This is an optimization exercise on Yosys and OpenROAD, whose aim is small area and few clock cycles, not a production implementation.
Only simulation tests tie the RTL to the original design; equivalence was not proved.
Power is estimated from default activity; no workload was simulated.

==> inputs of indigo <==
==> flow/design.v (excerpt) <==
module mtfd (
    input  wire        clk,
    input  wire        rst,
    input  wire        abort,
    input  wire        arm,
    input  wire        rx_fault,
    input  wire        rx_valid,
    input  wire        tick,
    input  wire [7:0]  rx_data,
    input  wire [31:0] timeout_load,
    input  wire [7:0]  pay_addr,
    output wire        ready,
    output wire [2:0]  st,
    output wire        busy,
    output wire        done,
    output wire        frame_valid,
    output wire [3:0]  flags,
    output wire [7:0]  r_len,
    output wire [15:0] r_cmd,
    output wire [7:0]  r_fcs,
    output wire [1:0]  r_class,
    output wire [7:0]  pay_data,
    output wire [31:0] budget,
    output wire        v_valid,
    output wire        v_malformed,
    output wire [7:0]  v_transport_rev,
    output wire [7:0]  v_product_id,
    output wire [7:0]  v_major,
    output wire [7:0]  v_minor,
    output wire [7:0]  v_patch,
    output wire [15:0] v_build_rev,
    output wire [1:0]  v_chip,
    output wire [1:0]  v_compat
);
clock: 12.0 ns
lec_check: 0
cap_margin: 20
core_margin: 2
core_utilization: 62
cts_buf_list: sky130_fd_sc_hd__clkbuf_8
cts_cluster_diameter: 80
cts_cluster_size: 15
place_density: 0.75
slew_margin: 20
standard.sh (not shown) runs the stock make flow with config.mk's settings and CLKGATE_MAP_FILE= SYNTH_SCRIPT=/design/flow/synth_recipe.tcl, a recipe that flattens the netlist after the stock synthesis.
==> flow/flow/run.sh <==
#!/bin/bash
# The standard layout (the standard.sh: ORFS with the standard synthesis),
# with two changes:
#  - the port buffers are buf_1 cells instead of ORFS's default choice;
#  - CTS inserts no dummy loads (same clustering as config.mk sets).
set -euo pipefail
export BUFFER_PORTS_ARGS="-buffer_cell sky130_fd_sc_hd__buf_1"
export CTS_ARGS="-sink_clustering_enable -repair_clock_nets -buf_list sky130_fd_sc_hd__clkbuf_8 -sink_clustering_size 15 -sink_clustering_max_diameter 80 -dont_use_dummy_load"
bash standard.sh > standard_flow.log 2>&1
==> inputs of lagoon, as changes to indigo <==
--- a/flow/design.v
+++ b/flow/design.v
@@ -31,13 +31,13 @@
     output wire [15:0] v_build_rev,
     output wire [1:0]  v_chip,
     output wire [1:0]  v_compat
 );
     localparam [7:0] START_BYTE = 8'hFE;
     localparam [7:0] LEN_MAX_RX = 8'd250;
-    localparam integer DEPTH = 256;
+    localparam integer DEPTH = 253;
     localparam [2:0] S_IDLE = 3'd0, S_AWAIT = 3'd1, S_SUCCESS = 3'd2,
                      S_TIMEOUT = 3'd3, S_PERR = 3'd4;
     localparam integer F_SKIP = 0, F_CSERR = 1, F_LENERR = 2, F_TRAIL = 3;
     reg [2:0]          st_q;
     reg [7:0]          blen_q;     
     reg [7:0]          rp_q;       
@@ -53,63 +53,44 @@
     reg                fev_q;      
     reg [7:0]          snap_q;     
     reg [7:0]          lenb_q;     
     reg                bdone_q;    
     reg                fbv_q;      
     reg [1:0]          bpf_q;      
-    reg [8*DEPTH-1:0]  ring_q;     
-    reg [7:0]          base_q;     
-    reg [7:0]          base4_q;    
-    reg                rep_q;      
-    reg                nf_q;       
-    reg                held_q;     
-    reg [7:0]          h_q;
-    reg                cp_q;       
-    reg [7:0]          cj_q;       
+    reg [8*DEPTH-1:0]  buf_q;
     assign busy        = (st_q == S_AWAIT);
     assign frame_valid = (st_q == S_SUCCESS);
     assign done        = (st_q == S_SUCCESS) || (st_q == S_TIMEOUT) ||
                          (st_q == S_PERR);
-    wire replaying = rep_q;
-    wire need_fill = nf_q;
-    assign ready = !replaying && !need_fill && !held_q;
-    wire fill = !replaying && !held_q && (busy || need_fill) &&
-                (cf_q <= 4'd10) &&
+    wire replaying = busy && (rp_q != blen_q);
+    wire need_fill = frame_valid && (cf_q <= 4'd10) &&
+                     ({4'd0, cf_q} < {1'b0, len_q} + 9'd4);
+    assign ready = !replaying && !need_fill;
+    wire fill = !replaying && (busy || need_fill) && (cf_q <= 4'd10) &&
                 ({4'd0, cf_q} < rp_q);
-    wire [7:0] base  = base_q;
-    wire [7:0] cj    = cp_q ? cj_q : 8'd1;
-    wire       payrd = !held_q && !replaying && frame_valid && !need_fill;
-    wire [7:0] roff  = held_q ? cj :
-                       replaying ? rp_q :
-                       payrd ? pay_addr :
+    wire [7:0] roff  = replaying ? rp_q :
+                       (frame_valid && !need_fill) ? (pay_addr + 8'd4) :
                        {4'd0, cf_q};
-    wire [7:0] rpos  = (payrd ? base4_q : base) - roff;
-    wire [7:0] rbyte = ring_q[rpos*8 +: 8];
-    wire [7:0] blen1 = blen_q - 8'd1;
-    wire       h_fit = (base + 8'd1 == blen1);          
-    wire [7:0] wcost = blen1 - base - 8'd1;             
-    wire       copy  = held_q && (cp_q || (!h_fit && blen1 <= wcost));
-    wire       h_put = held_q && (copy ? (cj == blen1) : h_fit);
+    wire [7:0] rpos  = blen_q + ~roff;       
+    wire [7:0] rbyte = buf_q[rpos*8 +: 8];
     wire       word = !rst && ready;
     reg  [2:0] st_w;
     always @(*) begin
         st_w = st_q;
         if (abort) st_w = S_IDLE;
         if (arm)   st_w = S_AWAIT;
         if (rx_fault && st_w == S_AWAIT) st_w = S_PERR;
     end
     wire incoming = word && rx_valid && (st_w == S_AWAIT);
-    wire proc     = !rst && !held_q && (replaying || incoming);
+    wire proc     = !rst && (replaying || incoming);
     wire [7:0] b  = incoming ? rx_data : rbyte;
     wire       clr  = word && arm;                   
     wire [7:0] idx  = clr ? 8'd0 : rp_q;             
     wire [7:0] idx1 = idx + 8'd1;
     wire [7:0] ball = (clr ? 8'd0 : blen_q) + {7'd0, incoming};
     wire       isfe = (b == START_BYTE);
-    wire       empty = clr || (blen_q == 8'd0);
-    wire       fit   = empty || (base + 8'd1 == blen_q);
     wire       hunt   = (idx == 8'd0);
     wire [7:0] cl     = (idx == 8'd1) ? b : len_q;
     wire       lenerr = (idx == 8'd1) && (b > LEN_MAX_RX);
     wire       atfcs  = !lenerr && (idx == cl + 8'd4);
     wire       pass   = atfcs && (b == acc_q);
     wire       cut    = lenerr || (atfcs && !pass);
@@ -156,13 +137,12 @@
     reg [31:0] budget_n;
     reg        tick_pend_n;
     reg [3:0]  cf_n;
     reg        fev_n;
     reg        swap;        
     reg        tick_req;
-    reg        pending;     
     always @(*) begin
         st_n        = st_q;
         rp_n        = rp_q;
         acc_n       = acc_q;
         flags_n     = flags_q;
         budget_n    = budget_q;
@@ -236,57 +216,26 @@
                 fev_n = fev_e;
                 if (idx == {4'd0, cf_q} && cf_q <= 4'd10)
                     cf_n = cf_q + 4'd1;
             end
         end
         blen_n = ball - dsub;
-        if (proc)
-            pending = hunt ? (ball != 8'd1) :
-                      (cut && fev_e && (bdone_e || fbv_e)) ?
-                          (ball - fe_q != 8'd1) :
-                      (idx1 != ball);
-        else
-            pending = rep_q;
         if (tick_req && st_n == S_AWAIT) begin
-            if (pending) begin
+            if (rp_n != blen_n) begin
                 tick_pend_n = 1'b1;
             end else if (budget_n[31:1] == 31'd0) begin
                 budget_n = 32'd0;
                 st_n     = S_TIMEOUT;
             end else begin
                 budget_n = budget_n - 32'd1;
             end
         end
     end
-    wire [7:0] len_n = swap ? lenb_e : (proc && idx == 8'd1) ? b : len_q;
-    wire [7:0] base_n = (held_q && !rst) ?
-                            (h_put ? blen1 : base_q + 8'd1) :
-                            (proc && incoming && empty ? 8'hFF : base_q) +
-                                8'd1 - dsub;
     wire       capw = fill || (proc && idx == {4'd0, cf_q} && cf_q <= 4'd10);
     wire [7:0] capd = fill ? rbyte : b;
     always @(posedge clk) begin
-        base_q  <= base_n;
-        base4_q <= base_n - 8'd4;
-        if (rst) begin
-            held_q <= 1'b0;
-            cp_q   <= 1'b0;
-        end else if (held_q) begin
-            if (h_put) begin
-                held_q <= 1'b0;
-                cp_q   <= 1'b0;
-            end else if (copy) begin
-                cp_q <= 1'b1;
-                cj_q <= cj + 8'd1;
-            end
-        end else begin
-            if (proc && incoming && !fit) begin
-                h_q    <= rx_data;
-                held_q <= (st_n == S_AWAIT) && (blen_n != 8'd0);
-            end
-        end
         st_q        <= st_n;
         blen_q      <= blen_n;
         rp_q        <= rp_n;
         acc_q       <= acc_n;
         flags_q     <= flags_n;
         budget_q    <= budget_n;
@@ -298,16 +247,16 @@
             snap_q <= snap_e;
             lenb_q <= lenb_e;
             bdone_q <= bdone_e;
             fbv_q  <= fbv_e;
             bpf_q  <= (hunt || cut) ? 2'd0 : bpf_e;
         end
-        len_q <= len_n;
-        rep_q <= (st_n == S_AWAIT) && pending;
-        nf_q  <= (st_n == S_SUCCESS) && (cf_n <= 4'd10) &&
-                 ({4'd0, cf_n} < {1'b0, len_n} + 9'd4);
+        if (swap)
+            len_q <= lenb_e;
+        else if (proc && idx == 8'd1)
+            len_q <= b;
         if (capw) begin
             case (cf_q)
                 4'd2:  cmd_q[15:8] <= capd;
                 4'd3:  cmd_q[7:0]  <= capd;
                 4'd4:  vp_q[7:0]   <= capd;
                 4'd5:  vp_q[15:8]  <= capd;
@@ -317,19 +266,24 @@
                 4'd9:  vp_q[47:40] <= capd;
                 4'd10: vp_q[55:48] <= capd;
                 default: ;
             endcase
         end
     end
-    wire [7:0] ring_in = (held_q && h_put) ? h_q :
-                         held_q ? rbyte :
-                         rx_data;
-    wire       ring_w  = held_q ? (copy || h_put) : (proc && incoming && fit);
-    always @(posedge clk)
-        ring_q <= {ring_q[8*DEPTH-9:0],
-                   ring_w ? ring_in : ring_q[8*DEPTH-1 -: 8]};
+    genvar gi;
+    generate
+        for (gi = 0; gi < DEPTH; gi = gi + 1) begin : g_buf
+            if (gi == 0) begin : g_bot
+                always @(posedge clk)
+                    if (incoming) buf_q[7:0] <= rx_data;
+            end else begin : g_up
+                always @(posedge clk)
+                    if (incoming) buf_q[gi*8 +: 8] <= buf_q[(gi-1)*8 +: 8];
+            end
+        end
+    endgenerate
     assign st     = st_q;
     assign flags  = flags_q;
     assign budget = budget_q;
     assign r_len = len_q;
     assign r_cmd = cmd_q;
     assign r_fcs = acc_q;
==> flow/run.sh (new file) <==
#!/bin/bash
# synth_recipe.tcl (not shown) runs the flow's synth.tcl, then flattens the netlist and writes it again
# the make line also repeats each setting of config.mk as NAME=value (left out here)
make -C /OpenROAD-flow-scripts/flow DESIGN_CONFIG=/design/flow/config.mk WORK_HOME=/design/flow/orfs CLKGATE_MAP_FILE= SYNTH_SCRIPT=/design/flow/synth_recipe.tcl finish
Settings changed: CORE_UTILIZATION 62 to 40, PLACE_DENSITY 0.75 to 0.6.
removed: flow/flow/run.sh
removed: flow/standard.sh
==> notes <==
Between indigo and lagoon, the lower clock skew is in lagoon (gap 0.038 ns).
Critical path depth: lagoon is higher than indigo (6).
In indigo the combinational power is lower than in lagoon, by 35%.
Register-to-register slack: indigo is better than lagoon (0.18 ns).
Via count: lagoon is higher than indigo (about 14%).
Of lagoon and indigo, lagoon has the higher non-clock buffer count (gap 268).
Of indigo and lagoon, lagoon has the higher worst hold slack (gap 0.14 ns).
Between lagoon and indigo, the lower sequential power is in indigo (gap 11%, measured against indigo).
Synthesized cell count: lagoon is smaller than indigo (about 5%).
Between lagoon and indigo, the lower clock power is in indigo (gap 8.3%, measured against indigo).
Of indigo and lagoon, lagoon has the higher maximum frequency (gap 0.81%, measured against lagoon).
Testbench counts of indigo, summed over its fixed seeds: cycles 25,212.
Testbench counts of lagoon, summed over its fixed seeds: cycles 25,086.

[static timing again, ports no longer ideal]
The flow's constraints put no driver on any port. The routed layouts listed below were extracted and timed again, unchanged, in two steps. Step 1 (the two cells are an assumption about what drives the block):
set clk [get_ports {clk}]
set_driving_cell -lib_cell sky130_fd_sc_hd__clkbuf_16 $clk
set_driving_cell -lib_cell sky130_fd_sc_hd__buf_2 [delete_from_list [all_inputs] $clk]
Step 2 moves the port delays by t, midway between the first and last clock arrival at a register: inputs arrive t later, outputs are due t later. That takes back most of the time a late clock gives input paths. Three values: no drivers, after step 1, after step 2; two values: the first two.
run	t (ns)	slack for setup (ns)	hold slack, ns	worst setup path after step 2	worst register clock-pin slew, ns
indigo	0.951	0.700 / 0.706 / -0.245	0.273 / 0.273 / 0.273	input to register	0.11 / 0.11
lagoon	1.038	0.792 / 0.792 / -0.099	0.414 / 0.414 / 0.414	input to register	0.11 / 0.11
With both steps, setup timing fails in indigo and lagoon, where it was met with ideal ports. The setup slack of indigo, which loses most, moves by +0.006 ns with the drivers and by -0.945 ns with both steps.
